This design comes from an exercise in tuning for small area on the open sky130 flow, not from production work. At most, simulation tests tie the RTL to the original design; equivalence was not proved. No functional check of the RTL was part of run 3. The clock port is modelled as an ideal driver; clocking choices that lean on that would not hold on a real chip. Power and IR drop assume default switching activity.

`design/flow/design.v`:
```
module rets_dgim (
    input  logic        clk,
    input  logic        rst,           
    input  logic        cmd_valid,
    input  logic [31:0] cmd,
    input  logic [31:0] cmd_data,
    input  logic        tick,
    input  logic [15:0] gpio_in,       
    output logic        rsp_valid,
    output logic [3:0]  rsp_status,
    output logic [63:0] rsp_value,
    output logic        cb_valid,
    output logic [7:0]  cb_id,
    output logic        cb_is_gpio,
    output logic [3:0]  cb_port,
    output logic [3:0]  cb_index,
    output logic [15:0] gpio_out,
    output logic [15:0] gpio_oe,
    output logic [15:0] gpio_pull_en
);
    localparam logic [15:0] DEBOUNCE = 16'd100;
    logic [15:0]          cnt_q;
    logic                 run_q;
    logic [31:0]          round_q;
    logic                 ovf_q;
    logic [7:0][15:0]     ccr_q;
    logic [7:0]           armed_q;        
    logic [7:0]           ccifg_q;
    logic [7:0][31:0]     tround_q;
    logic [7:0][7:0]      tcb_q;          
    logic                 cpend0_q, cpendv_q;
    logic [15:0]          tspur_q;
    logic [1:0][7:0]      out_q, dir_q, ren_q, ies_q, ie_q, ifg_q, ext_q;
    logic [1:0][7:0][7:0] pcb_q;
    logic [1:0][7:0]      deb_q;
    logic [1:0][7:0][15:0] last_q;
    logic [1:0]           pend_q;
    logic [1:0][15:0]     bounce_q, spur_q;
    logic                 ginit_q;
    logic                 gie_q, busy_q;
    logic                 fault_uninit_q, fault_ovf_q, flag_multi_q;
    logic [1:0]           cbp_q;          
    logic [2:0]           cbi_q;          
    logic [3:0] op;
    logic [3:0] f_reg;
    logic       illegal;
    assign op    = cmd[31:28];
    assign f_reg = cmd[23:20];
    always_comb begin
        case (op)
            4'h0, 4'h1, 4'h2, 4'h3, 4'h7, 4'hD:
                illegal = (cmd[27:0] != 28'd0);
            4'h4:
                illegal = 1'b0;
            4'h5, 4'h6:
                illegal = (cmd[23:0] != 24'd0);
            4'h8:
                illegal = (cmd[15:14] != 2'd0);
            4'h9:
                illegal = (cmd[15:0] != 16'd0);
            4'hA:
                illegal = (cmd[19:0] != 20'd0) || f_reg[3];
            4'hB:
                illegal = (cmd[19:8] != 12'd0) || (f_reg == 4'd0) || (f_reg >= 4'd7);
            4'hC:
                illegal = (cmd[27:1] != 27'd0);
            4'hE:
                illegal = (cmd[19:0] != 20'd0) || (f_reg > 4'd5) ||
                          ((f_reg[1:0] == 2'd0 || f_reg[1:0] == 2'd1 || f_reg[2]) &&
                           (cmd[27:24] != 4'd0));
            default:
                illegal = 1'b1;
        endcase
    end
    logic cv;
    assign cv = cmd_valid & ~illegal;
    logic c_tinit, c_tnow, c_tnowx, c_tset, c_tunset, c_tquery, c_ginit, c_gset;
    logic c_gquery, c_prd, c_pwr, c_intctl, c_cbdone, c_diag;
    assign c_tinit  = cv && op == 4'h1;
    assign c_tnow   = cv && op == 4'h2;
    assign c_tnowx  = cv && op == 4'h3;
    assign c_tset   = cv && op == 4'h4;
    assign c_tunset = cv && op == 4'h5;
    assign c_tquery = cv && op == 4'h6;
    assign c_ginit  = cv && op == 4'h7;
    assign c_gset   = cv && op == 4'h8;
    assign c_gquery = cv && op == 4'h9;
    assign c_prd    = cv && op == 4'hA;
    assign c_pwr    = cv && op == 4'hB;
    assign c_intctl = cv && op == 4'hC;
    assign c_cbdone = cv && op == 4'hD;
    assign c_diag   = cv && op == 4'hE;
    logic [2:0] ch;
    logic       ch_ok, port_ok, pi;
    logic [7:0] mask, flags, vbyte;
    assign ch      = cmd[26:24];
    assign ch_ok   = ~cmd[27];
    assign port_ok = (cmd[27:26] == 2'b00) && (cmd[25] ^ cmd[24]);
    assign pi      = cmd[25];
    assign mask    = cmd[23:16];
    assign flags   = cmd[15:8];
    assign vbyte   = cmd[7:0];
    function automatic logic [7:0] lowbit(input logic [7:0] m);
        lowbit = m & (~m + 8'd1);
    endfunction
    function automatic logic [2:0] enc8(input logic [7:0] oh);
        enc8 = {oh[4] | oh[5] | oh[6] | oh[7],
                oh[2] | oh[3] | oh[6] | oh[7],
                oh[1] | oh[3] | oh[5] | oh[7]};
    endfunction
    logic svc, s_ovf, s_c0, s_cv, s_port;
    assign svc    = gie_q & ~busy_q & (ovf_q | cpend0_q | cpendv_q | (|pend_q));
    assign s_ovf  = svc & ovf_q;
    assign s_c0   = svc & ~ovf_q & cpend0_q;
    assign s_cv   = svc & ~ovf_q & ~cpend0_q & cpendv_q;
    assign s_port = svc & ~ovf_q & ~cpend0_q & ~cpendv_q;
    logic [7:0]  ccact;
    logic [7:0]  voh;           
    logic        found, many;
    logic [2:0]  xc;
    logic [31:0] tr_x, dlt, rinc;
    logic [7:0]  tcb_x;
    logic        ovf_poll, do_exp, fire, t_emit;
    assign ccact = ccifg_q & armed_q;
    assign voh   = lowbit({ccact[7:1], 1'b0});
    assign found = |ccact[7:1];
    assign many  = |({ccact[7:1], 1'b0} & ~voh);
    assign xc    = (ovf_q | cpend0_q) ? 3'd0 : enc8(voh);
    assign tr_x  = tround_q[xc];
    assign tcb_x = tcb_q[xc];
    assign dlt   = tr_x - round_q;
    assign rinc  = round_q + 32'd1;
    assign ovf_poll = armed_q[0] && (dlt == 32'd1) && (cnt_q >= ccr_q[0]);
    assign do_exp   = (s_ovf & ovf_poll) | (s_c0 & ccact[0]) | (s_cv & found);
    assign fire     = do_exp & (ovf_q | dlt[31] | (dlt == 32'd0));
    assign t_emit   = fire & (tcb_x != 8'd0);
    logic [7:0] xoh;
    assign xoh = 8'd1 << xc;
    logic        sp;
    logic [7:0]  pv, pin_oh;
    logic [2:0]  pin;
    logic        pin_ie, dbn, bnc, acc, g_emit, finish, emit;
    logic [15:0] lst, elapsed;
    logic [7:0]  pcbv;
    assign sp      = ~pend_q[0];
    assign pv      = ifg_q[sp];
    assign pin_oh  = lowbit(pv);
    assign pin     = enc8(pin_oh);
    assign pin_ie  = |(pin_oh & ie_q[sp]);
    assign lst     = last_q[sp][pin];
    assign dbn     = deb_q[sp][pin];
    assign pcbv    = pcb_q[sp][pin];
    assign elapsed = cnt_q - lst;
    assign bnc     = dbn & (elapsed <= DEBOUNCE);
    assign acc     = s_port & pin_ie & ~bnc;
    assign g_emit  = acc & (pcbv != 8'd0);
    assign finish  = s_port & ~g_emit;
    assign emit    = t_emit | g_emit;
    logic       busy_1, gpio_1;
    logic [1:0] port_1;
    logic [2:0] idx_1;
    logic [7:0] ecb_1;
    assign busy_1 = busy_q | emit;
    assign gpio_1 = emit ? g_emit : cb_is_gpio;
    assign port_1 = emit ? (g_emit ? {sp, ~sp} : 2'd0) : cbp_q;
    assign idx_1  = emit ? (g_emit ? pin : xc) : cbi_q;
    assign ecb_1  = emit ? (g_emit ? pcbv : tcb_x) : cb_id;
    logic [7:0] armed_1, ccifg_1;
    logic [31:0] round_1;
    logic ovf_1, cpend0_1, cpendv_1;
    logic [1:0] pend_1;
    logic [15:0] tspur_1;
    logic [1:0][15:0] bounce_1, spur_1;
    logic [1:0][7:0] ifg_1;
    assign armed_1  = armed_q & ~(fire ? xoh : 8'd0);
    assign ccifg_1  = ccifg_q & ~(do_exp ? xoh : 8'd0);
    assign round_1  = s_ovf ? rinc : round_q;
    assign ovf_1    = ovf_q & ~s_ovf;
    assign cpend0_1 = cpend0_q & ~s_c0;
    assign cpendv_1 = s_cv ? many : cpendv_q;
    assign pend_1   = pend_q & ~(s_port ? {sp, ~sp} : 2'b00);
    assign tspur_1  = tspur_q + {15'd0, (s_c0 & ~ccact[0]) | (s_cv & ~found)};
    always_comb begin
        for (int p = 0; p < 2; p++) begin
            bounce_1[p] = bounce_q[p] + {15'd0, s_port & (sp == p[0]) & pin_ie & bnc};
            spur_1[p]   = spur_q[p] + {15'd0, s_port & (sp == p[0]) & ~pin_ie};
            ifg_1[p]    = ifg_q[p];
            if (s_port && sp == p[0])
                ifg_1[p] = finish ? 8'd0 : (pv & ~pin_oh);
        end
    end
    logic tset_ok, tunset_ok, gset_ok, gen, gdis, cbdone_g;
    logic [7:0] chd;               
    assign chd       = 8'd1 << ch;
    assign tset_ok   = c_tset & run_q & ch_ok;
    assign tunset_ok = c_tunset & ch_ok;
    assign gset_ok   = c_gset & ginit_q & port_ok & (mask != 8'd0);
    assign gen       = gset_ok & ~flags[2];
    assign gdis      = gset_ok & flags[2];
    assign cbdone_g  = c_cbdone & busy_1 & gpio_1;
    logic [7:0] hoh;
    always_comb begin
        hoh = 8'd0;
        for (int k = 0; k < 8; k++)
            if (mask[k]) hoh = 8'(1 << k);
    end
    logic pu, pd, pwr_ok;
    assign pu     = flags[3];
    assign pd     = flags[4] & ~flags[3];
    assign pwr_ok = c_pwr & port_ok;
    logic [1:0][7:0] out_d, dir_d, ren_d, ies_d, ie_d, ifg_d;
    logic [1:0]      pend_d;
    logic [1:0][7:0] ie_eff_d;
    logic            busy_d;
    logic [1:0]      busyp_d;
    assign busy_d = busy_1 & ~c_cbdone;
    assign busyp_d = (busy_d & gpio_1) ? port_1 : 2'b00;
    always_comb begin
        for (int p = 0; p < 2; p++) begin
            logic sel, g, d, w;
            logic [7:0] lvl0, lvl2, ecmd, eenv, clr;
            sel = port_ok & (pi == p[0]);
            g   = gen & sel;
            d   = gdis & sel;
            w   = pwr_ok & sel;
            out_d[p] = out_q[p];
            if (g && pu) out_d[p] = out_q[p] | mask;
            if (g && pd) out_d[p] = out_q[p] & ~mask;
            if (w && f_reg[2:0] == 3'd1) out_d[p] = vbyte;
            dir_d[p] = dir_q[p];
            if (g) dir_d[p] = dir_q[p] & ~mask;
            if (w && f_reg[2:0] == 3'd2) dir_d[p] = vbyte;
            ren_d[p] = ren_q[p];
            if (g) ren_d[p] = (pu | pd) ? (ren_q[p] | mask) : (ren_q[p] & ~mask);
            if (w && f_reg[2:0] == 3'd3) ren_d[p] = vbyte;
            ies_d[p] = ies_q[p];
            if (g) ies_d[p] = flags[1] ? (ies_q[p] | mask) : (ies_q[p] & ~mask);
            if (w && f_reg[2:0] == 3'd4) ies_d[p] = vbyte;
            ie_d[p] = ie_q[p];
            if (g) ie_d[p] = ie_q[p] | mask;
            if (d) ie_d[p] = ie_q[p] & ~mask;
            if (w && f_reg[2:0] == 3'd5) ie_d[p] = vbyte;
            lvl0 = (dir_q[p] & out_q[p]) | (~dir_q[p] & ext_q[p]);
            lvl2 = (dir_d[p] & out_d[p]) | (~dir_d[p] & ext_q[p]);
            ecmd = (~lvl0 & lvl2 & ~ies_d[p]) | (lvl0 & ~lvl2 & ies_d[p]);
            clr  = (g ? hoh : 8'd0) |
                   ((c_prd && sel && f_reg[2:0] == 3'd7) ? lowbit(ifg_1[p]) : 8'd0);
            ifg_d[p] = (ifg_1[p] | ecmd) & ~clr;
            if (cbdone_g && port_1 == 2'(p + 1)) ifg_d[p] = 8'd0;
            if (w && f_reg[2:0] == 3'd6) ifg_d[p] = vbyte;
            eenv = ~dir_d[p] & ((~ext_q[p] & gpio_in[p*8 +: 8] & ~ies_d[p]) |
                                (ext_q[p] & ~gpio_in[p*8 +: 8] & ies_d[p]));
            ifg_d[p] = ifg_d[p] | eenv;
            ie_eff_d[p] = busyp_d[p] ? 8'd0 : ie_d[p];
            pend_d[p]   = pend_1[p] | (|(ifg_d[p] & ie_eff_d[p]));
        end
    end
    logic        ticked, wrap, ovf_2;
    logic [15:0] cnt_2, cnt_n;
    logic [7:0]  tsetc, armed_d, ccifg_d;
    logic [7:0][15:0] ccr_2;
    assign tsetc  = tset_ok ? chd : 8'd0;
    assign ticked = tick & (run_q | c_tinit);
    assign cnt_2  = c_tinit ? 16'd0 : cnt_q;
    assign cnt_n  = cnt_2 + 16'd1;
    assign wrap   = ticked & (cnt_2 == 16'hFFFF);
    assign ovf_2  = ovf_1 & ~c_tinit;
    always_comb begin
        for (int c = 0; c < 8; c++) begin
            ccr_2[c] = tsetc[c] ? cmd[15:0] : ccr_q[c];
        end
        armed_d = (armed_1 | tsetc) & ~(tunset_ok ? chd : 8'd0) & {8{~c_tinit}};
        ccifg_d = ccifg_1 & ~(((tset_ok | tunset_ok) ? chd : 8'd0)) & {8{~c_tinit}};
        if (ticked)
            for (int c = 0; c < 8; c++)
                if (cnt_n == ccr_2[c]) ccifg_d[c] = 1'b1;
    end
    logic [3:0]  st_d;
    logic [63:0] val_d;
    always_comb begin
        st_d = 4'd0;
        if (cmd_valid && illegal) st_d = 4'd4;
        if (c_tset && !run_q) st_d = 4'd6;
        else if ((c_tset || c_tunset || c_tquery) && !ch_ok) st_d = 4'd1;
        if (c_gset && !ginit_q) st_d = 4'd6;
        else if ((c_gset || c_gquery || c_prd || c_pwr ||
                  (c_diag && f_reg[2:1] == 2'b01)) && !port_ok) st_d = 4'd2;
        else if (c_gset && mask == 8'd0) st_d = 4'd3;
        else if (c_gquery && cmd[23:19] != 5'd0) st_d = 4'd3;
        if (c_cbdone && !busy_1) st_d = 4'd5;
    end
    always_comb begin
        logic [7:0] ifgp, lv;
        logic [2:0] pn;
        logic [15:0] lastv;
        val_d = 64'd0;
        lv   = (dir_q[pi] & out_q[pi]) | (~dir_q[pi] & ext_q[pi]);
        ifgp = ifg_1[pi];
        pn   = cmd[18:16];
        lastv = last_q[pi][pn];
        if (c_tnow) val_d[15:0] = cnt_q;
        if (c_tnowx) val_d[47:0] = {ovf_q ? rinc : round_q, cnt_q};
        if (c_tquery && ch_ok)
            val_d = {armed_1[ch] ? tcb_q[ch] : 8'd0, 5'd0, ccifg_1[ch], armed_1[ch],
                     armed_1[ch], ccr_q[ch], tround_q[ch]};
        if (c_gquery && port_ok && cmd[23:19] == 5'd0) begin
            if (s_port && acc && dbn && sp == pi && pin == pn) lastv = cnt_q;
            val_d[31:0] = {pcb_q[pi][pn], 7'd0, deb_q[pi][pn], lastv};
        end
        if (c_prd && port_ok) begin
            case (f_reg[2:0])
                3'd0: val_d[7:0] = lv;
                3'd1: val_d[7:0] = out_q[pi];
                3'd2: val_d[7:0] = dir_q[pi];
                3'd3: val_d[7:0] = ren_q[pi];
                3'd4: val_d[7:0] = ies_q[pi];
                3'd5: val_d[7:0] = ie_q[pi];
                3'd6: val_d[7:0] = ifgp;
                3'd7: if (ifgp != 8'd0)
                          val_d[7:0] = {3'd0, enc8(lowbit(ifgp)) + 4'd1, 1'b0};
            endcase
        end
        if (c_diag) begin
            case (f_reg[2:0])
                3'd0: val_d[31:0] = {13'd0, pend_1, 1'b0, 5'd0, flag_multi_q,
                                     fault_ovf_q, fault_uninit_q, 1'b0,
                                     cpendv_1, cpend0_1, ovf_1, busy_1,
                                     ginit_q, run_q, gie_q};
                3'd1: if (busy_1) begin
                    if (gpio_1) val_d[31:0] = {8'd0, ecb_1, 5'd0, idx_1, 2'd0, port_1, 4'b0011};
                    else        val_d[31:0] = {8'd0, ecb_1, 8'd0, 1'b0, idx_1, 4'b0001};
                end
                3'd2: if (port_ok) val_d[15:0] = bounce_1[pi];
                3'd3: if (port_ok) val_d[15:0] = spur_1[pi];
                3'd4: val_d[15:0] = tspur_1;
                3'd5: val_d[31:0] = round_1;
                default: ;
            endcase
        end
    end
    logic clr_t;                   
    logic clr_g;                   
    assign clr_t = rst | c_tinit;
    assign clr_g = rst | c_ginit;
    logic [15:0] ccr_wd, last_wd;
    logic [31:0] tr_wd;
    logic [7:0]  pcb_wd;
    logic        deb_wd;
    assign ccr_wd  = cmd[15:0] & {16{~rst}};
    assign tr_wd   = cmd_data & {32{~rst}};
    assign last_wd = cnt_q & {16{~clr_g}};
    assign pcb_wd  = cmd[7:0] & {8{~clr_g}};
    assign deb_wd  = flags[5] & ~clr_g;
    always_ff @(posedge clk) begin
        for (int c = 0; c < 8; c++) begin
            if (rst | tsetc[c]) begin
                ccr_q[c]    <= ccr_wd;
                tround_q[c] <= tr_wd;
            end
            if (tsetc[c]) tcb_q[c] <= cmd[23:16];
        end
        for (int p = 0; p < 2; p++) begin
            for (int i = 0; i < 8; i++) begin
                if (clr_g | (gen & port_ok & (pi == p[0]) & hoh[i])) begin
                    pcb_q[p][i] <= pcb_wd;
                    deb_q[p][i] <= deb_wd;
                end
                if (clr_g | (s_port & acc & dbn & (sp == p[0]) & (pin == 3'(i))))
                    last_q[p][i] <= last_wd;
            end
        end
        ext_q <= gpio_in;
        rsp_status <= st_d;
        rsp_value  <= val_d;
        if (emit) begin
            cb_id      <= ecb_1;
            cb_is_gpio <= g_emit;
            cbp_q      <= port_1;
            cbi_q      <= idx_1;
        end
    end
    always_ff @(posedge clk) begin
        if (rst) begin
            cnt_q <= '0;  run_q <= 1'b0;  round_q <= '0;  ovf_q <= 1'b0;
            armed_q <= '0;  ccifg_q <= '0;
            cpend0_q <= 1'b0;  cpendv_q <= 1'b0;  tspur_q <= '0;
            out_q <= '0;  dir_q <= '0;  ren_q <= '0;  ies_q <= '0;
            ie_q <= '0;  ifg_q <= '0;  pend_q <= '0;
            bounce_q <= '0;  spur_q <= '0;  ginit_q <= 1'b0;
            gie_q <= 1'b0;  busy_q <= 1'b0;
            fault_uninit_q <= 1'b0;  fault_ovf_q <= 1'b0;  flag_multi_q <= 1'b0;
            rsp_valid <= 1'b0;  cb_valid <= 1'b0;
        end else begin
            cnt_q   <= ticked ? cnt_n : cnt_2;
            run_q   <= run_q | c_tinit;
            round_q <= c_tinit ? 32'd0 : round_1;
            ovf_q   <= ovf_2 | wrap;
            armed_q <= armed_d;
            ccifg_q <= ccifg_d;
            cpend0_q <= cpend0_1 | (ccifg_d[0] & armed_d[0]);
            cpendv_q <= cpendv_1 | (|(ccifg_d[7:1] & armed_d[7:1]));
            tspur_q <= tspur_1;
            out_q <= out_d;  dir_q <= dir_d;  ren_q <= ren_d;  ies_q <= ies_d;
            ie_q <= ie_d;  ifg_q <= ifg_d;  pend_q <= pend_d;
            bounce_q <= bounce_1;  spur_q <= spur_1;
            ginit_q <= ginit_q | c_ginit;
            gie_q <= c_intctl ? cmd[0] : gie_q;
            busy_q <= busy_d;
            fault_uninit_q <= fault_uninit_q | (c_tset & ~run_q) | (c_gset & ~ginit_q);
            fault_ovf_q <= fault_ovf_q | (wrap & ovf_2);
            flag_multi_q <= flag_multi_q | (gen & (|(mask & ~hoh)));
            rsp_valid <= cmd_valid;
            cb_valid <= emit;
        end
    end
    assign cb_port  = {2'b00, cbp_q};
    assign cb_index = {1'b0, cbi_q};
    assign gpio_out     = out_q;
    assign gpio_oe      = dir_q;
    assign gpio_pull_en = ren_q;
endmodule
```
`design/flow/run.sh`:
```
#!/bin/bash
# synth_recipe.tcl (not shown) runs the flow's synth.tcl, then flattens the netlist and writes it again
# the make line also repeats each setting of config.mk as NAME=value (left out here)
make -C /OpenROAD-flow-scripts/flow DESIGN_CONFIG=/design/flow/config.mk WORK_HOME=/design/flow/orfs CLKGATE_MAP_FILE= SYNTH_SCRIPT=/design/flow/synth_recipe.tcl finish
```
`design/flow/config.mk`:
```
export PLATFORM = sky130hd
export DESIGN_NAME = rets_dgim
export DESIGN_NICKNAME = rets_dgim
export VERILOG_FILES = /design/flow/design.v
export SDC_FILE = /design/flow/constraint.sdc
export NUM_CORES = 4
export LEC_CHECK = 0
export CAP_MARGIN = 20
export CORE_MARGIN = 2
export CORE_UTILIZATION = 30
export SLEW_MARGIN = 20
```
`design/flow/constraint.sdc`:
```
create_clock -name core_clock -period 20.0 [get_ports {clk}]
set_input_delay 4.0000 -clock core_clock [delete_from_list [all_inputs] [get_ports {clk}]]
set_output_delay 4.0000 -clock core_clock [all_outputs]
set_load 0.01 [all_outputs]
```
==> reports/results.ini, run 1 <==
[worst_setup_path]
cp_max_fo=29
crit_type=input pin to flop
startpoint_type=input pin
crit_required_ps=20720
end_kind=flop
arrival_ps=11390

[timing]
report.final.hold_viol_count=0
maxSlewViolCount=0
worst_pin_slew_ps=1245
finalSetupViolations=0
finalCritPeriodShare_pct=53.35
clock_skew_ps=71.96
fin_setup_tns_ps=0
slew_headroom_pct=16.72
max_freq_mhz=93.73
rsz0062_at_grt=false
timing.hold.ws_ps=484.3
period_needed_ps=10670

[clocking]
root_buffer=clkbuf_16
cts_tree=built
cts.sinks=1193
hold_buffers=0
cts_resized=0
cts_buffers=134
cts_setup_buffers=0
clk_path_buf_depth=3
clk_pin_slew_worst_paths_ps=60
worstSkewPairLatency_ps=860
ctsHtreeMaxLevel=4

[route]
wl_per_cell_um=32.19
routed_via_density=6.088
dr.pass1.iters=6
vias=57140
drc=0
ant_nets=0
drtIter0Drc=8960
routed_wl_um=302100

[final_layout]
final_cell_mix=edfxtp_1 (861), nand2_1 (660), nor2_1 (571)
nets=6536
synthToLayoutAreaGrowth_pct=15.58
layout_commonest_cell=edfxtp_1
layout-drive-gt1-share_pct=11.11

[grt]
grt_pass1_wl_um=417100
grt_overflow_total=0
grt_usage_pct=26.04
grt_pass1_vias=53880
grt_max_degree=111
antenna_found_initial=42

[logic_synthesis]
postSynthCellCount=6273
synth_edf_count=861
synth_ff_type=edfxtp_1
synth_area_leaders=edfxtp_1 (39%), dfxtp_1 (10%), mux4_2 (5.7%)
netlist_area_mm2=0.06610
synth.avg_cell_area_um2=10.54
synthArstFlopShare_pct=0
synth_top_area_cell=edfxtp_1
yosysWarnings=1
yosysSeqAreaShare_pct=49.17
post_synth_num_cell_types=122
ys_ff_latch=1193
synth_top_cell_area_share_pct=39.11

[place]
io_buffers=209
place_congestion=1.005
hpwlAfterDp_um=211800

[floorplan]
fp-row-count=172
num_io_pins=219
die_width_um=473.4
core_mm2=0.2193
die_area_mm2=0.2241
die_h_um=473.4
initial_core_util_pct=30.14

[min_path]
min_path_type=flop to flop

[outcome]
outcome=timing/DRC/antenna clean

[pwr]
power.density_mw_per_mm2=81.64
vdd_ir_drop_max_mv=0.08370
p_leak_nw=26.98

[run]
maxCapViolations=0

[metal layers]
layer / share of wire (%) / track usage, % / vias to the layer above
met1: 39 / 34.18 / 28600
met5: 0.049 / 0 / -
met2: 43 / 38.42 / 3737
met3: 11 / 5.914 / 804
met4: 7.4 / 16.94 / 22
li1: - / - / 23970
[cell type report]
| cell class | count | area [µm²] |
|---|---|---|
| antenna | 31 | 77.57 |
| clock buffer | 177 | 3669 |
| clock inverter | 70 | 875.8 |
| fill | 21530 | 142900 |
| inverter | 128 | 481.7 |
| multi-input combinational | 4528 | 31700 |
| sequential | 1193 | 32500 |
| tap | 2871 | 3592 |
| timing repair buffer | 387 | 3502 |
[state kept, by name (all words and copies together), names as in the netlist, 32 cells and up, named ones only]
name and flops:
rsp_value 58, ccr_q 128, tround_q 256, bounce_q 32
pcb_q 128, tcb_q 64, spur_q 32, last_q 256
round_q 32
[cells in the mapped netlist (45+ instances only)]
cell type,instances
ha_1,79
o221ai_1,58
dfxtp_1,332
nor3_1,91
clkbuf_1,312
buf_1,65
nor2_1,573
mux4_2,168
nand2_1,670
xnor2_1,194
a21oi_1,319
a211oi_1,77
and3_1,76
a31oi_1,81
nor2b_1,86
o22ai_1,182
xor2_1,109
mux2i_1,340
or3_1,45
nand3_1,169
o21ai_0,288
nand2b_1,53
and2_1,97
edfxtp_1,861
inv_1,120
nor4_1,45
a22oi_1,53
nand4_1,61
[critical path, cell delays in order]
cell,delay (ps)
buf_4,360
or3_1,900
o32ai_1,380
and2_1,300
nand2_1,620
or3_1,450
nand2_1,320
inv_1,250
ha_1,250
nand3_1,200
nor4_1,590
nand3_1,230
nor2_1,180
xnor2_1,90
nor2_1,790
xnor2_1,160
nor3_1,220
nand3_1,130
nor4_1,340
a41oi_1,120
o2111a_1,290
a41oi_1,180
[report_power, final]
group          internal [W]  leakage, nW  switching [W]
Combinational      0.000274         13.8       0.000561
Clock               0.00140         2.18        0.00114
Sequential          0.00278         11.0      0.0000750
[per-stage QoR]
step | setup slack (ps) | util (%) | instances | area, µm² | power [W]
CTS | 9504 | 34.80 | 9354 | 76320 | 0.006242
detailed placement | 8644 | 32.73 | 9107 | 71770 | 0.003715
floorplan | 9438 | - | 6281 | 66130 | 0.003368
finish | 9331 | 34.84 | 9385 | 76400 | 0.006238
global placement | 8820 | 32.72 | 9107 | 71760 | 0.003701
global route | 8937 | 34.83 | 9377 | 76380 | 0.006402
[final timing paths]
kind | start | endpoint | slack, ps | cells past startpoint
setup / recovery | cmd[20] | cpendv_q$_SDFF_PP0_ | 9330 | 22
hold / removal | fault_ovf_q$_SDFF_PP0_ | fault_ovf_q$_SDFF_PP0_ | 480 | 2
setup reg to reg | pend_q[0]$_SDFF_PP0_ | rsp_value[3]$_DFF_P_ | 9670 | 31
hold reg to reg | fault_ovf_q$_SDFF_PP0_ | fault_ovf_q$_SDFF_PP0_ | 480 | 2
[logic make-up (layout without fill, tap and decap cells)]
| kind of cell | after synthesis | after routing | share of synthesized area [%] |
|---|---|---|---|
| AO/OA/AOI/OAI | 1495 | 1495 | 15.26 |
| XOR/XNOR | 304 | 304 | 4.049 |
| adder cells (fa/ha/maj) | 82 | 82 | 1.556 |
| buffers and inverters | 560 | 762 | 3.475 |
| flip-flops | 1193 | 1193 | 49.17 |
| multiplexers | 531 | 531 | 11.26 |
| other | 1 | 40 | 0.005673 |
| AND/OR/NAND/NOR | 2107 | 2107 | 15.22 |
==> run 2: changes to the inputs <==
--- a/design/flow/design.v
+++ b/design/flow/design.v
@@ -127,6 +127,14 @@
     assign many  = |({ccact[7:1], 1'b0} & ~voh);
     assign xc    = (ovf_q | cpend0_q) ? 3'd0 : enc8(voh);
-    assign tr_x  = tround_q[xc];
-    assign tcb_x = tcb_q[xc];
+    logic [7:0] xsel;              
+    assign xsel = (ovf_q | cpend0_q) ? 8'd1 : voh;
+    always_comb begin
+        tr_x  = 32'd0;
+        tcb_x = 8'd0;
+        for (int c = 0; c < 8; c++) begin
+            tr_x  = tr_x  | (tround_q[c] & {32{xsel[c]}});
+            tcb_x = tcb_x | (tcb_q[c] & {8{xsel[c]}});
+        end
+    end
     assign dlt   = tr_x - round_q;
     assign rinc  = round_q + 32'd1;
@@ -148,7 +156,18 @@
     assign pin     = enc8(pin_oh);
     assign pin_ie  = |(pin_oh & ie_q[sp]);
-    assign lst     = last_q[sp][pin];
-    assign dbn     = deb_q[sp][pin];
-    assign pcbv    = pcb_q[sp][pin];
+    logic [1:0][7:0] psel;         
+    assign psel[0] = pend_q[0] ? lowbit(ifg_q[0]) : 8'd0;
+    assign psel[1] = pend_q[0] ? 8'd0 : lowbit(ifg_q[1]);
+    always_comb begin
+        lst  = 16'd0;
+        dbn  = 1'b0;
+        pcbv = 8'd0;
+        for (int p = 0; p < 2; p++)
+            for (int i = 0; i < 8; i++) begin
+                lst  = lst  | (last_q[p][i] & {16{psel[p][i]}});
+                dbn  = dbn  | (deb_q[p][i] & psel[p][i]);
+                pcbv = pcbv | (pcb_q[p][i] & {8{psel[p][i]}});
+            end
+    end
     assign elapsed = cnt_q - lst;
     assign bnc     = dbn & (elapsed <= DEBOUNCE);
@@ -259,5 +278,5 @@
     logic [15:0] cnt_2, cnt_n;
     logic [7:0]  tsetc, armed_d, ccifg_d;
-    logic [7:0][15:0] ccr_2;
+    logic        wr_hit;
     assign tsetc  = tset_ok ? chd : 8'd0;
     assign ticked = tick & (run_q | c_tinit);
@@ -266,16 +285,13 @@
     assign wrap   = ticked & (cnt_2 == 16'hFFFF);
     assign ovf_2  = ovf_1 & ~c_tinit;
+    assign wr_hit = (cmd[15:0] == cnt_n);    
     always_comb begin
-        for (int c = 0; c < 8; c++) begin
-            ccr_2[c] = tsetc[c] ? cmd[15:0] : ccr_q[c];
-        end
         armed_d = (armed_1 | tsetc) & ~(tunset_ok ? chd : 8'd0) & {8{~c_tinit}};
         ccifg_d = ccifg_1 & ~(((tset_ok | tunset_ok) ? chd : 8'd0)) & {8{~c_tinit}};
         if (ticked)
             for (int c = 0; c < 8; c++)
-                if (cnt_n == ccr_2[c]) ccifg_d[c] = 1'b1;
+                if (tsetc[c] ? wr_hit : (cnt_n == ccr_q[c])) ccifg_d[c] = 1'b1;
     end
     logic [3:0]  st_d;
-    logic [63:0] val_d;
     always_comb begin
         st_d = 4'd0;
@@ -290,53 +306,103 @@
         if (c_cbdone && !busy_1) st_d = 4'd5;
     end
+    localparam logic [3:0] R_ZERO   = 4'd0;
+    localparam logic [3:0] R_TNOW   = 4'd1;
+    localparam logic [3:0] R_TNOWX  = 4'd2;
+    localparam logic [3:0] R_TQUERY = 4'd3;
+    localparam logic [3:0] R_GQUERY = 4'd4;
+    localparam logic [3:0] R_PREG   = 4'd5;    
+    localparam logic [3:0] R_SNAP8  = 4'd6;    
+    localparam logic [3:0] R_STATUS = 4'd7;
+    localparam logic [3:0] R_CBINFO = 4'd8;
+    localparam logic [3:0] R_BOUNCE = 4'd9;
+    localparam logic [3:0] R_SPUR   = 4'd10;
+    localparam logic [3:0] R_TSPUR  = 4'd11;
+    localparam logic [3:0] R_ROUND  = 4'd12;
+    logic [3:0]  rk_d, rk_q;
+    logic [7:0]  tq_sel;           
+    logic [1:0][7:0] gq_sel;       
+    logic [2:0]  rsub_q;           
+    logic        rpi_q;            
+    logic        rbit_d, rbit_q;   
+    logic [7:0]  snap_d;
+    logic [15:0] snap_q;
     always_comb begin
         logic [7:0] ifgp, lv;
-        logic [2:0] pn;
-        logic [15:0] lastv;
-        val_d = 64'd0;
-        lv   = (dir_q[pi] & out_q[pi]) | (~dir_q[pi] & ext_q[pi]);
-        ifgp = ifg_1[pi];
-        pn   = cmd[18:16];
-        lastv = last_q[pi][pn];
-        if (c_tnow) val_d[15:0] = cnt_q;
-        if (c_tnowx) val_d[47:0] = {ovf_q ? rinc : round_q, cnt_q};
-        if (c_tquery && ch_ok)
-            val_d = {armed_1[ch] ? tcb_q[ch] : 8'd0, 5'd0, ccifg_1[ch], armed_1[ch],
-                     armed_1[ch], ccr_q[ch], tround_q[ch]};
-        if (c_gquery && port_ok && cmd[23:19] == 5'd0) begin
-            if (s_port && acc && dbn && sp == pi && pin == pn) lastv = cnt_q;
-            val_d[31:0] = {pcb_q[pi][pn], 7'd0, deb_q[pi][pn], lastv};
-        end
+        ifgp   = ifg_1[pi];
+        lv     = (dir_q[pi] & out_q[pi]) | (~dir_q[pi] & ext_q[pi]);
+        rk_d   = R_ZERO;
+        rbit_d = c_tnowx ? ovf_q : ccifg_1[ch];
+        snap_d = cnt_q[7:0];
+        if (c_tnow)  rk_d = R_TNOW;
+        if (c_tnowx) rk_d = R_TNOWX;
+        if (c_tquery && ch_ok) rk_d = R_TQUERY;
+        if (c_gquery && port_ok && cmd[23:19] == 5'd0) rk_d = R_GQUERY;
         if (c_prd && port_ok) begin
             case (f_reg[2:0])
-                3'd0: val_d[7:0] = lv;
-                3'd1: val_d[7:0] = out_q[pi];
-                3'd2: val_d[7:0] = dir_q[pi];
-                3'd3: val_d[7:0] = ren_q[pi];
-                3'd4: val_d[7:0] = ies_q[pi];
-                3'd5: val_d[7:0] = ie_q[pi];
-                3'd6: val_d[7:0] = ifgp;
-                3'd7: if (ifgp != 8'd0)
-                          val_d[7:0] = {3'd0, enc8(lowbit(ifgp)) + 4'd1, 1'b0};
+                3'd0: begin rk_d = R_SNAP8; snap_d = lv; end
+                3'd6: begin rk_d = R_SNAP8; snap_d = ifgp; end
+                3'd7: begin
+                    rk_d = R_SNAP8;
+                    snap_d = (ifgp != 8'd0) ? {3'd0, enc8(lowbit(ifgp)) + 4'd1, 1'b0} : 8'd0;
+                end
+                default: rk_d = R_PREG;
             endcase
         end
         if (c_diag) begin
             case (f_reg[2:0])
-                3'd0: val_d[31:0] = {13'd0, pend_1, 1'b0, 5'd0, flag_multi_q,
-                                     fault_ovf_q, fault_uninit_q, 1'b0,
-                                     cpendv_1, cpend0_1, ovf_1, busy_1,
-                                     ginit_q, run_q, gie_q};
-                3'd1: if (busy_1) begin
-                    if (gpio_1) val_d[31:0] = {8'd0, ecb_1, 5'd0, idx_1, 2'd0, port_1, 4'b0011};
-                    else        val_d[31:0] = {8'd0, ecb_1, 8'd0, 1'b0, idx_1, 4'b0001};
+                3'd0: begin
+                    rk_d = R_STATUS;
+                    snap_d = {2'b00, pend_1, fault_ovf_q, cpendv_1, cpend0_1, ovf_1};
                 end
-                3'd2: if (port_ok) val_d[15:0] = bounce_1[pi];
-                3'd3: if (port_ok) val_d[15:0] = spur_1[pi];
-                3'd4: val_d[15:0] = tspur_1;
-                3'd5: val_d[31:0] = round_1;
-                default: ;
+                3'd1: rk_d = R_CBINFO;
+                3'd2: if (port_ok) rk_d = R_BOUNCE;
+                3'd3: if (port_ok) rk_d = R_SPUR;
+                3'd4: rk_d = R_TSPUR;
+                default: rk_d = R_ROUND;
             endcase
         end
     end
+    always_comb begin
+        logic [2:0] k;
+        logic       p;
+        k = rsub_q;
+        p = rpi_q;
+        rsp_value = 64'd0;
+        case (rk_q)
+            R_TNOW:   rsp_value[15:0] = snap_q;
+            R_TNOWX:  rsp_value[47:0] = {rbit_q ? rinc : round_q, snap_q};
+            R_PREG: begin
+                case (k)
+                    3'd1:    rsp_value[7:0] = out_q[p];
+                    3'd2:    rsp_value[7:0] = dir_q[p];
+                    3'd3:    rsp_value[7:0] = ren_q[p];
+                    3'd4:    rsp_value[7:0] = ies_q[p];
+                    default: rsp_value[7:0] = ie_q[p];
+                endcase
+            end
+            R_SNAP8:  rsp_value[7:0] = snap_q[7:0];
+            R_STATUS: rsp_value[31:0] = {13'd0, snap_q[5:4], 1'b0, 5'd0, flag_multi_q,
+                                         snap_q[3], fault_uninit_q, 1'b0,
+                                         snap_q[2:0], busy_q, ginit_q, run_q, gie_q};
+            R_CBINFO: if (busy_q) begin
+                if (cb_is_gpio) rsp_value[31:0] = {8'd0, cb_id, 5'd0, cbi_q, 2'd0, cbp_q, 4'b0011};
+                else            rsp_value[31:0] = {8'd0, cb_id, 8'd0, 1'b0, cbi_q, 4'b0001};
+            end
+            R_BOUNCE: rsp_value[15:0] = bounce_q[p];
+            R_SPUR:   rsp_value[15:0] = spur_q[p];
+            R_TSPUR:  rsp_value[15:0] = tspur_q;
+            R_ROUND:  rsp_value[31:0] = round_q;
+            default: ;
+        endcase
+        for (int c = 0; c < 8; c++)
+            if (tq_sel[c])
+                rsp_value = rsp_value | {armed_q[c] ? tcb_q[c] : 8'd0, 5'd0, rbit_q, armed_q[c],
+                                         armed_q[c], ccr_q[c], tround_q[c]};
+        for (int q = 0; q < 2; q++)
+            for (int i = 0; i < 8; i++)
+                if (gq_sel[q][i])
+                    rsp_value[31:0] = rsp_value[31:0] |
+                                      {pcb_q[q][i], 7'd0, deb_q[q][i], last_q[q][i]};
+    end
     logic clr_t;                   
     logic clr_g;                   
@@ -372,5 +438,12 @@
         ext_q <= gpio_in;
         rsp_status <= st_d;
-        rsp_value  <= val_d;
+        rk_q       <= rk_d;
+        tq_sel     <= (c_tquery & ch_ok) ? chd : 8'd0;
+        gq_sel[0]  <= (rk_d == R_GQUERY && !pi) ? 8'(1 << cmd[18:16]) : 8'd0;
+        gq_sel[1]  <= (rk_d == R_GQUERY && pi) ? 8'(1 << cmd[18:16]) : 8'd0;
+        rsub_q     <= (c_gquery ? cmd[18:16] : (c_tquery ? ch : f_reg[2:0]));
+        rpi_q      <= pi;
+        rbit_q     <= rbit_d;
+        snap_q     <= {cnt_q[15:8], snap_d};
         if (emit) begin
             cb_id      <= ecb_1;
==> design/flow/flow/run.sh (new file) <==
#!/bin/bash
# Layout flow: the standard layout, with three changes in how it is made:
#   - synthesis maps the logic with an area-oriented ABC script (flow/abc_area.script);
#     everything else in synthesis, including the register mapping, is the standard one;
#   - ports are buffered with sky130_fd_sc_hd__buf_1;
#   - clock tree synthesis inserts no dummy loads.
set -euo pipefail
W=$(pwd)
rm -rf "$W/scripts_area"
mkdir -p "$W/scripts_area"
cp -r "$FLOW_HOME/scripts/." "$W/scripts_area/"
cp "$W/flow/abc_area.script" "$W/scripts_area/abc_area.script"
bash "$W/standard.sh" SCRIPTS_DIR="$W/scripts_area" ABC_AREA=1 synth > "$W/run_synth.log" 2>&1
bash "$W/standard.sh" \
  "BUFFER_PORTS_ARGS=-buffer_cell sky130_fd_sc_hd__buf_1" \
  "CTS_ARGS=-sink_clustering_enable -repair_clock_nets -dont_use_dummy_load" \
  finish > "$W/run_layout.log" 2>&1
==> design/flow/flow/abc_area.script (new file) <==
strash
&get -n
&st
&dch -f
&nf -R 1000 -F 8 -A 4 -p
&put
topo
==> design/flow/standard.sh (new file) <==
#!/bin/bash
# synth_recipe.tcl (not shown) runs the flow's synth.tcl, then flattens the netlist and writes it again
# the make line also repeats each setting of config.mk as NAME=value (left out here)
make -C /OpenROAD-flow-scripts/flow DESIGN_CONFIG=/design/flow/config.mk WORK_HOME=/design/flow/orfs CLKGATE_MAP_FILE= SYNTH_SCRIPT=/design/flow/synth_recipe.tcl "${@:-finish}"
removed: design/flow/run.sh
==> reports/results.ini, run 2 <==
[outcome]
outcome=timing/DRC/antenna clean

[clocking]
cts.sinks=1184  ; -0.75%
hold_buffers=0  ; unchanged
worstSkewPairLatency_ps=780  ; -80 ps
root_buffer=clkbuf_16
clk_pin_slew_worst_paths_ps=60  ; about the same
cts_tree=built
cts_resized=0  ; unchanged
ctsHtreeMaxLevel=4  ; unchanged
cts_setup_buffers=0  ; unchanged
clk_path_buf_depth=3  ; unchanged
cts_buffers=133  ; -0.75%

[grt]
grt_usage_pct=25.28  ; -0.76 points
grt_pass1_vias=46770  ; -13%
grt_overflow_total=0  ; unchanged
grt_pass1_wl_um=349100  ; -16%
antenna_found_initial=23  ; -45%
grt_max_degree=155  ; +40%

[final_layout]
fin_area_mm2=0.06499  ; -15%
multi_input_area_mm2=0.02381  ; -25%
fill_cells=18390  ; -15%
layout-drive-gt1-share_pct=7.128  ; -4.0 points
fin_cells=7968  ; -15%
layout_commonest_cell=edfxtp_1
reg.largest.list=last_q x256, tround_q x256
synthToLayoutAreaGrowth_pct=15.74
final_cell_mix=edfxtp_1 (861), nand2_1 (605), nor2_1 (398)
nets=5637  ; -14%
final-seq-area_mm2=0.03233  ; -0.52%

[route]
ant_nets=0  ; unchanged
routed_via_density=6.244  ; +2.6%
dr.pass1.iters=11  ; +5
drc=0  ; unchanged
drtIter0Drc=9646  ; +7.7%
vias=49750  ; -13%
wl_per_cell_um=31.61  ; -1.8%
routed_wl_um=251900  ; -17%

[timing]
fin_setup_tns_ps=0  ; unchanged
max_freq_mhz=83.21  ; -11%
period_needed_ps=12020  ; +1348 ps
maxSlewViolCount=0  ; unchanged
finalCritPeriodShare_pct=60.09  ; +6.7 points
rsz0062_at_grt=false
report.final.hold_viol_count=0  ; unchanged
slew_headroom_pct=19.22  ; +2.5 points
fin_ws_ps=7983  ; -1348 ps
clock_skew_ps=81.53  ; +9.572 ps
finalSetupViolations=0  ; unchanged
worst_pin_slew_ps=1181  ; -63.44 ps

[logic_synthesis]
yosysMostFrequentCell=edfxtp_1
synth.avg_cell_area_um2=11.31  ; +7.3%
yosysWarnings=1  ; unchanged
ys_ff_latch=1184  ; -0.75%
post_synth_num_cell_types=65  ; -47%
synth_common_cells=edfxtp_1 (861), nand2_1 (605), nor2_1 (407)
synth_edf_count=861  ; unchanged
postSynthCellCount=4965  ; -21%
synth_top_area_cell=edfxtp_1
synth_top_cell_area_share_pct=46.04  ; +6.9 points
synthArstFlopShare_pct=0  ; unchanged
synth_ff_type=edfxtp_1
yosysSeqAreaShare_pct=57.56  ; +8.4 points
netlist_area_mm2=0.05616  ; -15%
synth_area_leaders=edfxtp_1 (46%), dfxtp_1 (12%), a222oi_1 (5.2%)

[place]
hpwlAfterDp_um=170500  ; -19%
dp.cells=7816  ; -14%
io_buffers=209  ; unchanged
place_ws_ps=7468  ; -1177 ps
dpl_cell_area_mm2=0.06157  ; -14%
place_congestion=0.9987  ; -0.66%

[pwr]
vdd_ir_drop_max_mv=0.09251  ; +11%
p_seq_share_pct=54.1  ; +8.3 points
total_power_w=0.005262  ; -16%
power.net_switching_w=0.001253  ; -30%
clkPwrFrac_pct=39.5  ; -1.4 points
p_leak_nw=22.41  ; -17%
cell_internal_pwr_w=0.004009  ; -10%
power.density_mw_per_mm2=80.96  ; -0.83%
sw_frac_of_total_pct=23.81  ; -4.7 points
p_comb_share_pct=6.4  ; -7.0 points

[worst_setup_path]
startpoint_type=flop
crit_required_ps=20570  ; -150 ps
slowest_stage=nor4_1
cp_max_fo=39  ; +34%
crit_type=flop to flop
end_kind=flop
cpPeakStageDelay_ps=780  ; -120 ps
arrival_ps=12580  ; +1190 ps

[run]
maxCapViolations=0  ; unchanged

[min_path]
min_path_type=flop to flop

[floorplan]
core_mm2=0.1856  ; -15%
die_h_um=436.6  ; -7.8%
die_width_um=436.6  ; -7.8%
initial_core_util_pct=30.25  ; +0.11 points
num_io_pins=219  ; unchanged
fp-row-count=158  ; -8.1%
die_area_mm2=0.1907  ; -15%

run 2: cell types whose count changed in the layout (fill, tap and decap cells not counted), moves of 167 or more:
cell / delta
clkdlybuf4s50_1: -200
mux2i_1: -246
buf_1: +202
a222oi_1: +287
mux4_2: -167
nor2_1: -173
run 2: worst max-delay path: cells and delay by family (launching register included):
kind | cells | cell delay (ps)
and+or+nand+nor | 14 | 4610
AOI/OAI and AO/OA | 19 | 4480
buffers and inverters | 5 | 1700
DFF | 1 | 530
adders and majority gates | 1 | 350
xor gates and xnor gates | 1 | 110
run 2: worst paths after layout:
path / startpoint / end / slack [ps] / cells after the start
setup / recovery: ovf_q$_SDFF_PP0_ / pend_q[0]$_SDFF_PP0_ / 7980 / 40
hold / removal: spur_q[15]$_SDFF_PP0_ / spur_q[15]$_SDFF_PP0_ / 460 / 1
setup reg to reg: ovf_q$_SDFF_PP0_ / pend_q[0]$_SDFF_PP0_ / 7980 / 40
hold reg to reg: spur_q[15]$_SDFF_PP0_ / spur_q[15]$_SDFF_PP0_ / 460 / 1
run 2: cell type report:
cell class,instances,share of cell area [%]
sequential,1184,49.75
multi-input combinational,3693,36.63
clock buffer,133,5.121
tap,2480,4.774
timing repair buffer,375,3.161
inverter,86,0.4967
antenna,17,0.06546
run 2: cells by family after synthesis:
family | after synthesis | synth area share (%)
simple gates | 1792 | 15.00
compound gates | 1496 | 19.73
flops | 1184 | 57.56
xor+xnor | 211 | 3.291
mux | 105 | 1.916
buf+inv | 96 | 0.7085
fa+ha+maj | 80 | 1.796
other cells | 1 | 0.006678
run 2: per-stage QoR:
| step | hold WS [ps] | util (%) |
|---|---|---|
| global placement | 440.9 | 33.16 |
| detailed placement | 449.2 | 33.17 |
| CTS | 458.2 | 34.96 |
| finish | 456.5 | 35.01 |
| floorplan | 376.6 | - |
| global route | 466.4 | 35.00 |
run 2: per-layer routing:
layer | wire [µm] | vias up | track usage (%) | part of all wire [%]
met1 | 94060 | 24220 | 32.63 | 37
li1 | - | 21080 | - | -
met5 | 33 | - | 0 | 0.013
met4 | 18180 | 6 | 16.32 | 7.2
met2 | 107500 | 3787 | 37.31 | 43
met3 | 32150 | 660 | 6.691 | 13
run 2: power groups by stage:
stage	logic (W)	clock network [W]	registers [W]
2_1_floorplan	0.000160	0	0.00287
3_3_place_gp	0.000321	0	0.00289
3_5_place_dp	0.000325	0	0.00289
4_1_cts	0.000326	0.00209	0.00284
5_1_grt	0.000351	0.00218	0.00286
6_report	0.000337	0.00208	0.00285
==> run 3: changes to the inputs <==
--- a/design/flow/design.v
+++ b/design/flow/design.v
@@ -100,5 +100,5 @@
     assign mask    = cmd[23:16];
     assign flags   = cmd[15:8];
-    assign vbyte   = cmd[7:0];
+    assign vbyte   = cmd[7:0] & {8{~rst}};
     function automatic logic [7:0] lowbit(input logic [7:0] m);
         lowbit = m & (~m + 8'd1);
@@ -239,25 +239,25 @@
             logic sel, g, d, w;
             logic [7:0] lvl0, lvl2, ecmd, eenv, clr;
-            sel = port_ok & (pi == p[0]);
+            sel = port_ok & (pi == p[0]) & ~rst;
             g   = gen & sel;
             d   = gdis & sel;
-            w   = pwr_ok & sel;
+            w   = (pwr_ok & sel) | rst;      
             out_d[p] = out_q[p];
             if (g && pu) out_d[p] = out_q[p] | mask;
             if (g && pd) out_d[p] = out_q[p] & ~mask;
-            if (w && f_reg[2:0] == 3'd1) out_d[p] = vbyte;
+            if (w && (rst || f_reg[2:0] == 3'd1)) out_d[p] = vbyte;
             dir_d[p] = dir_q[p];
             if (g) dir_d[p] = dir_q[p] & ~mask;
-            if (w && f_reg[2:0] == 3'd2) dir_d[p] = vbyte;
+            if (w && (rst || f_reg[2:0] == 3'd2)) dir_d[p] = vbyte;
             ren_d[p] = ren_q[p];
             if (g) ren_d[p] = (pu | pd) ? (ren_q[p] | mask) : (ren_q[p] & ~mask);
-            if (w && f_reg[2:0] == 3'd3) ren_d[p] = vbyte;
+            if (w && (rst || f_reg[2:0] == 3'd3)) ren_d[p] = vbyte;
             ies_d[p] = ies_q[p];
             if (g) ies_d[p] = flags[1] ? (ies_q[p] | mask) : (ies_q[p] & ~mask);
-            if (w && f_reg[2:0] == 3'd4) ies_d[p] = vbyte;
+            if (w && (rst || f_reg[2:0] == 3'd4)) ies_d[p] = vbyte;
             ie_d[p] = ie_q[p];
             if (g) ie_d[p] = ie_q[p] | mask;
             if (d) ie_d[p] = ie_q[p] & ~mask;
-            if (w && f_reg[2:0] == 3'd5) ie_d[p] = vbyte;
+            if (w && (rst || f_reg[2:0] == 3'd5)) ie_d[p] = vbyte;
             lvl0 = (dir_q[p] & out_q[p]) | (~dir_q[p] & ext_q[p]);
             lvl2 = (dir_d[p] & out_d[p]) | (~dir_d[p] & ext_q[p]);
@@ -280,13 +280,13 @@
     logic        wr_hit;
     assign tsetc  = tset_ok ? chd : 8'd0;
-    assign ticked = tick & (run_q | c_tinit);
-    assign cnt_2  = c_tinit ? 16'd0 : cnt_q;
+    assign ticked = tick & ~rst & (run_q | c_tinit);
+    assign cnt_2  = (rst | c_tinit) ? 16'd0 : cnt_q;
     assign cnt_n  = cnt_2 + 16'd1;
     assign wrap   = ticked & (cnt_2 == 16'hFFFF);
-    assign ovf_2  = ovf_1 & ~c_tinit;
+    assign ovf_2  = ovf_1 & ~(rst | c_tinit);
     assign wr_hit = (cmd[15:0] == cnt_n);    
     always_comb begin
-        armed_d = (armed_1 | tsetc) & ~(tunset_ok ? chd : 8'd0) & {8{~c_tinit}};
-        ccifg_d = ccifg_1 & ~(((tset_ok | tunset_ok) ? chd : 8'd0)) & {8{~c_tinit}};
+        armed_d = (armed_1 | tsetc) & ~(tunset_ok ? chd : 8'd0) & {8{~(rst | c_tinit)}};
+        ccifg_d = ccifg_1 & ~(((tset_ok | tunset_ok) ? chd : 8'd0)) & {8{~(rst | c_tinit)}};
         if (ticked)
             for (int c = 0; c < 8; c++)
@@ -437,4 +437,10 @@
         end
         ext_q <= gpio_in;
+        cnt_q   <= ticked ? cnt_n : cnt_2;
+        round_q <= (rst | c_tinit) ? 32'd0 : round_1;
+        ovf_q   <= ovf_2 | wrap;
+        armed_q <= armed_d;
+        ccifg_q <= ccifg_d;
+        out_q <= out_d;  dir_q <= dir_d;  ren_q <= ren_d;  ies_q <= ies_d;  ie_q <= ie_d;
         rsp_status <= st_d;
         rk_q       <= rk_d;
@@ -455,9 +461,7 @@
     always_ff @(posedge clk) begin
         if (rst) begin
-            cnt_q <= '0;  run_q <= 1'b0;  round_q <= '0;  ovf_q <= 1'b0;
-            armed_q <= '0;  ccifg_q <= '0;
+            run_q <= 1'b0;
             cpend0_q <= 1'b0;  cpendv_q <= 1'b0;  tspur_q <= '0;
-            out_q <= '0;  dir_q <= '0;  ren_q <= '0;  ies_q <= '0;
-            ie_q <= '0;  ifg_q <= '0;  pend_q <= '0;
+            ifg_q <= '0;  pend_q <= '0;
             bounce_q <= '0;  spur_q <= '0;  ginit_q <= 1'b0;
             gie_q <= 1'b0;  busy_q <= 1'b0;
@@ -465,15 +469,9 @@
             rsp_valid <= 1'b0;  cb_valid <= 1'b0;
         end else begin
-            cnt_q   <= ticked ? cnt_n : cnt_2;
             run_q   <= run_q | c_tinit;
-            round_q <= c_tinit ? 32'd0 : round_1;
-            ovf_q   <= ovf_2 | wrap;
-            armed_q <= armed_d;
-            ccifg_q <= ccifg_d;
             cpend0_q <= cpend0_1 | (ccifg_d[0] & armed_d[0]);
             cpendv_q <= cpendv_1 | (|(ccifg_d[7:1] & armed_d[7:1]));
             tspur_q <= tspur_1;
-            out_q <= out_d;  dir_q <= dir_d;  ren_q <= ren_d;  ies_q <= ies_d;
-            ie_q <= ie_d;  ifg_q <= ifg_d;  pend_q <= pend_d;
+            ifg_q <= ifg_d;  pend_q <= pend_d;
             bounce_q <= bounce_1;  spur_q <= spur_1;
             ginit_q <= ginit_q | c_ginit;
==> design/flow/flow/run.sh (replaced) <==
#!/bin/bash
# Layout flow: the standard layout (standard.sh), with these changes in how it is made:
#   - synthesis maps the logic with an area-oriented ABC script (flow/abc_area.script);
#     everything else in synthesis, including the register mapping, is the standard one;
#   - ports are buffered with sky130_fd_sc_hd__buf_1;
#   - clock tree synthesis builds the tree from small clock buffers with small sink clusters
#     and no dummy loads; if the clock-pin slew of that tree (estimated from placement) is
#     high, it is built again with smaller clusters, and at last with the standard settings.
# Each step's output goes to a run_*.log file here; ORFS's own logs are under orfs/logs.
set -euo pipefail
W=$(pwd)
R="$W/orfs/results/sky130hd/rets_dgim/base"
rm -rf "$W/scripts_area"
mkdir -p "$W/scripts_area"
cp -r "$FLOW_HOME/scripts/." "$W/scripts_area/"
cp "$W/flow/abc_area.script" "$W/scripts_area/abc_area.script"
bash "$W/standard.sh" SCRIPTS_DIR="$W/scripts_area" ABC_AREA=1 synth > "$W/run_synth.log" 2>&1

PB="BUFFER_PORTS_ARGS=-buffer_cell sky130_fd_sc_hd__buf_1"
bash "$W/standard.sh" "$PB" place > "$W/run_place.log" 2>&1

C4=sky130_fd_sc_hd__clkbuf_4
BASE="-sink_clustering_enable -repair_clock_nets"
TRIES=(
  "$BASE -dont_use_dummy_load -buf_list $C4 -sink_clustering_size 9 -sink_clustering_max_diameter 35"
  "$BASE -dont_use_dummy_load -buf_list $C4 -sink_clustering_size 8 -sink_clustering_max_diameter 30"
  "$BASE -dont_use_dummy_load"
)
CHOSEN=""
i=0
for args in "${TRIES[@]}"; do
  i=$((i + 1))
  rm -f "$R"/4_*
  bash "$W/standard.sh" "$PB" "CTS_ARGS=$args" cts > "$W/run_cts_$i.log" 2>&1
  RES="$R" openroad -no_init -exit "$W/flow/slew.tcl" > "$W/run_slew_$i.log" 2>&1 || true
  s=$(sed -n 's/^MAXSLEW //p' "$W/run_slew_$i.log" | tail -1)
  CHOSEN="$args"
  if [[ -n "$s" ]] && awk -v s="$s" 'BEGIN { exit !(s < 0.110) }'; then
    break
  fi
done
echo "clock tree: $CHOSEN" > "$W/run_cts_chosen.log"
bash "$W/standard.sh" "$PB" "CTS_ARGS=$CHOSEN" finish > "$W/run_layout.log" 2>&1
==> design/flow/flow/slew.tcl (new file) <==
# Largest slew at a flip-flop clock pin of the clock-tree result, with placement parasitics.
set P $::env(FLOW_HOME)/platforms/sky130hd
set R $::env(RES)
read_lef $P/lef/sky130_fd_sc_hd.tlef
read_lef $P/lef/sky130_fd_sc_hd_merged.lef
read_liberty $P/lib/sky130_fd_sc_hd__tt_025C_1v80.lib
read_db $R/4_cts.odb
read_sdc $R/4_cts.sdc
source $P/setRC.tcl
set_propagated_clock [all_clocks]
estimate_parasitics -placement
set mx 0
foreach p [get_pins -hierarchical */CLK] {
  set s [get_property $p slew_max]
  if {$s > $mx} { set mx $s }
}
puts "MAXSLEW $mx"
--- a/design/flow/config.mk
+++ b/design/flow/config.mk
@@ -6,6 +6,6 @@
 export NUM_CORES = 4
 export LEC_CHECK = 0
-export CAP_MARGIN = 20
+export CAP_MARGIN = 10
 export CORE_MARGIN = 2
-export CORE_UTILIZATION = 30
-export SLEW_MARGIN = 20
+export CORE_UTILIZATION = 50
+export SLEW_MARGIN = 10
==> reports/results.ini, run 3 <==
[outcome]
outcome=timing/DRC/antenna clean

[place]
place_congestion=0.9916  ; -0.71%
hpwlAfterDp_um=154100  ; -9.6%
place_ws_ps=8330  ; +862.6 ps
io_buffers=209  ; unchanged

[clocking]
hold_buffers=0  ; unchanged
cts_resized=0  ; unchanged
clk_pin_slew_worst_paths_ps=90  ; +30 ps
cts_setup_buffers=0  ; unchanged
worstSkewPairLatency_ps=1230  ; +450 ps
cts.sinks=1184  ; unchanged
clk_path_buf_depth=3  ; unchanged
root_buffer=clkbuf_4
ctsHtreeMaxLevel=4  ; unchanged
cts_buffers=211  ; +59%
cts_tree=built

[logic_synthesis]
synth_ff_type=edfxtp_1
postSynthCellCount=4878  ; -1.8%
synth.avg_cell_area_um2=11.40  ; +0.76%
synthArstFlopShare_pct=0  ; unchanged
yosysWarnings=1  ; unchanged
synth_common_cells=edfxtp_1 (877), nand2_1 (520), nor2_1 (378)
post_synth_num_cell_types=62  ; -4.6%
netlist_area_mm2=0.05559  ; -1.0%
synth_area_leaders=edfxtp_1 (47%), dfxtp_1 (11%), a222oi_1 (5.2%)
synth_edf_count=877  ; +1.9%
synth_top_cell_area_share_pct=47.37  ; +1.3 points
yosysSeqAreaShare_pct=58.43  ; +0.87 points
yosysMostFrequentCell=edfxtp_1
ys_ff_latch=1184  ; unchanged
synth_top_area_cell=edfxtp_1

[route]
dr.pass1.iters=14  ; +3
drtIter0Drc=9149  ; -5.2%
ant_nets=0  ; unchanged
routed_via_density=7.018  ; +12%
drc=0  ; unchanged
vias=48950  ; -1.6%
wl_per_cell_um=33.30  ; +5.3%
routed_wl_um=232300  ; -7.8%

[timing]
report.final.hold_viol_count=0  ; unchanged
max_freq_mhz=89.81  ; +7.9%
rsz0062_at_grt=false
clock_skew_ps=120.0  ; +38.52 ps
finalCritPeriodShare_pct=55.67  ; -4.4 points
maxSlewViolCount=0  ; unchanged
worst_pin_slew_ps=1236  ; +55.15 ps
period_needed_ps=11130  ; -883.0 ps
finalSetupViolations=0  ; unchanged
fin_setup_tns_ps=0  ; unchanged
slew_headroom_pct=17.58  ; -1.6 points
fin_ws_ps=8866  ; +883.0 ps

[min_path]
min_path_type=flop to flop

[floorplan]
core_mm2=0.1105  ; -40%
initial_core_util_pct=50.30  ; +20 points
fp-row-count=122  ; -23%
die_area_mm2=0.1139  ; -40%
die_h_um=337.4  ; -23%
num_io_pins=219  ; unchanged
die_width_um=337.4  ; -23%

[worst_setup_path]
crit_type=flop to flop
end_kind=flop
slowest_stage=buf_4
cp_max_fo=36  ; -7.7%
crit_top_cell=a21oi_1
startpoint_type=flop
cpPeakStageDelay_ps=720  ; -60 ps
crit_required_ps=21040  ; +470 ps
r2r_slack_ps=8870  ; +880 ps
arrival_ps=12170  ; -410 ps

[run]
maxCapViolations=0  ; unchanged

[pwr]
power.density_mw_per_mm2=77.93  ; -3.7%
total_power_w=0.004792  ; -8.9%
p_leak_nw=21.21  ; -5.4%
vdd_ir_drop_max_mv=0.05053  ; -45%

[final_layout]
layout_commonest_cell=edfxtp_1
nets=5646  ; +0.16%
final_cell_mix=edfxtp_1 (877), nand2_1 (520), nor2_1 (370)
reg.largest.list=last_q x256, tround_q x256
synthToLayoutAreaGrowth_pct=10.63
layout-drive-gt1-share_pct=8.668  ; +1.5 points

[grt]
grt_pass1_vias=46040  ; -1.6%
antenna_found_initial=10  ; -57%
grt_overflow_total=0  ; unchanged
grt_usage_pct=40.06  ; +15 points
grt_max_degree=89  ; -43%
grt_pass1_wl_um=325900  ; -6.6%

[run 3: cell count changes in the layout (fill, tap and decap cells not counted), moves of 28 or more]
cell / previous run / this run
a211oi_1: 69 / 15
clkbuf_4: 3 / 212
a21oi_1: 300 / 354
nor2_1: 398 / 370
nor2b_1: 107 / 73
o21ai_0: 205 / 309
clkbuf_16: 133 / 0
nand2_1: 605 / 520
[run 3: power breakdown]
part	total, W	internal, W	leakage, nW	switching [W]
Sequential	0.00290	0.00279	11.0	0.000105
Clock	0.00131	0.000477	0.971	0.000829
Combinational	0.000590	0.000171	9.26	0.000419
[run 3: critical path: cells and delay by family, from the launching register on]
family | cells | cell delay [ps]
and+or+nand+nor | 19 | 4690
buffers and inverters | 6 | 1910
AOI/OAI and AO/OA | 13 | 2990
adders and majority gates | 2 | 720
xor gates and xnor gates | 1 | 110
DFF | 1 | 510
[run 3: metrics by stage]
step                util, %  hold slack (ps)  std cells  instance area [µm²]
global route          55.64            491.0       6971                61490
floorplan                 -            380.2       4886                55620
global placement      54.19            452.8       6757                59890
finish                55.65            478.9       6975                61500
detailed placement    54.19            468.7       6757                59890
CTS                   55.62            487.6       6968                61470
[run 3: metal layers]
layer / GRT usage (%) / share of wire (%) / vias to the layer above
met1: 56.11 / 39 / 23580
met2: 56.84 / 41 / 3772
met5: 0 / 0.022 / -
met4: 20.98 / 6.1 / 8
li1: - / - / 20920
met3: 10.76 / 14 / 674
[run 3: cells by family (layout without fill, tap and decap cells)]
logic type,Yosys count,after routing,share of synthesized area [%]
other,1,16,0.006746
AO/OA/AOI/OAI,1568,1568,20.13
XOR/XNOR,209,209,3.293
adder cells (fa/ha/maj),80,80,1.814
multiplexers,86,86,1.607
flip-flops,1184,1184,58.43
buffers and inverters,120,714,0.8778
AND/OR/NAND/NOR,1630,1630,13.84
[run 3: area by class of cell]
type,count,area [µm²]
well taps,1488,1862
fillers,9781,49020
repair buffers,393,2175
inverters,110,412.9
clock buffers,211,1584
diodes,7,17.52
flip-flops and latches,1184,32500
multi-input cells,3582,22950
[run 3: path summary, 6_finish.rpt]
kind	from	endpoint	cells past startpoint
worst max-delay path	ovf_q$_DFF_P_	pend_q[1]$_SDFF_PP0_	41
worst min register to register	spur_q[15]$_SDFF_PP0_	spur_q[15]$_SDFF_PP0_	1
worst min-delay path	spur_q[15]$_SDFF_PP0_	spur_q[15]$_SDFF_PP0_	1
worst max register to register	ovf_q$_DFF_P_	pend_q[1]$_SDFF_PP0_	41

==> what the ideal ports hide <==
How much do the figures lean on ideal ports? The routed layouts below were timed once more, with nothing changed but the port constraints.
Step 1 sets driving cells, clkbuf_16 on the clock port and buf_2 on the other inputs (assumed; they add their load-dependent delay and slew).
Step 2 adds t to the input delays and takes it off the output delays; t is the mean of the earliest and latest rising clock arrival at the registers after step 1. Input paths then give back, and output paths get back, about the clock's delay inside the block.
Three values: no drivers, after step 1, after step 2; two values: the first two.
| run | t (ns) | setup slack, ns | worst hold slack (ns) | slew at the worst register clock pin (ns) |
|---|---|---|---|---|
| run 1 | 0.917 | 9.331 / 9.389 / 8.472 | 0.484 / 0.484 / 0.484 | 0.07 / 0.07 |
| run 2 | 0.823 | 7.983 / 7.983 / 7.504 | 0.456 / 0.456 / 0.456 | 0.06 / 0.06 |
| run 3 | 1.241 | 8.866 / 8.866 / 8.498 | 0.479 / 0.479 / 0.479 | 0.11 / 0.11 |
After both steps every run listed still meets setup and hold. For run 1, which loses most, drivers alone change the setup slack by +0.058 ns; drivers and shift together by -0.859 ns.
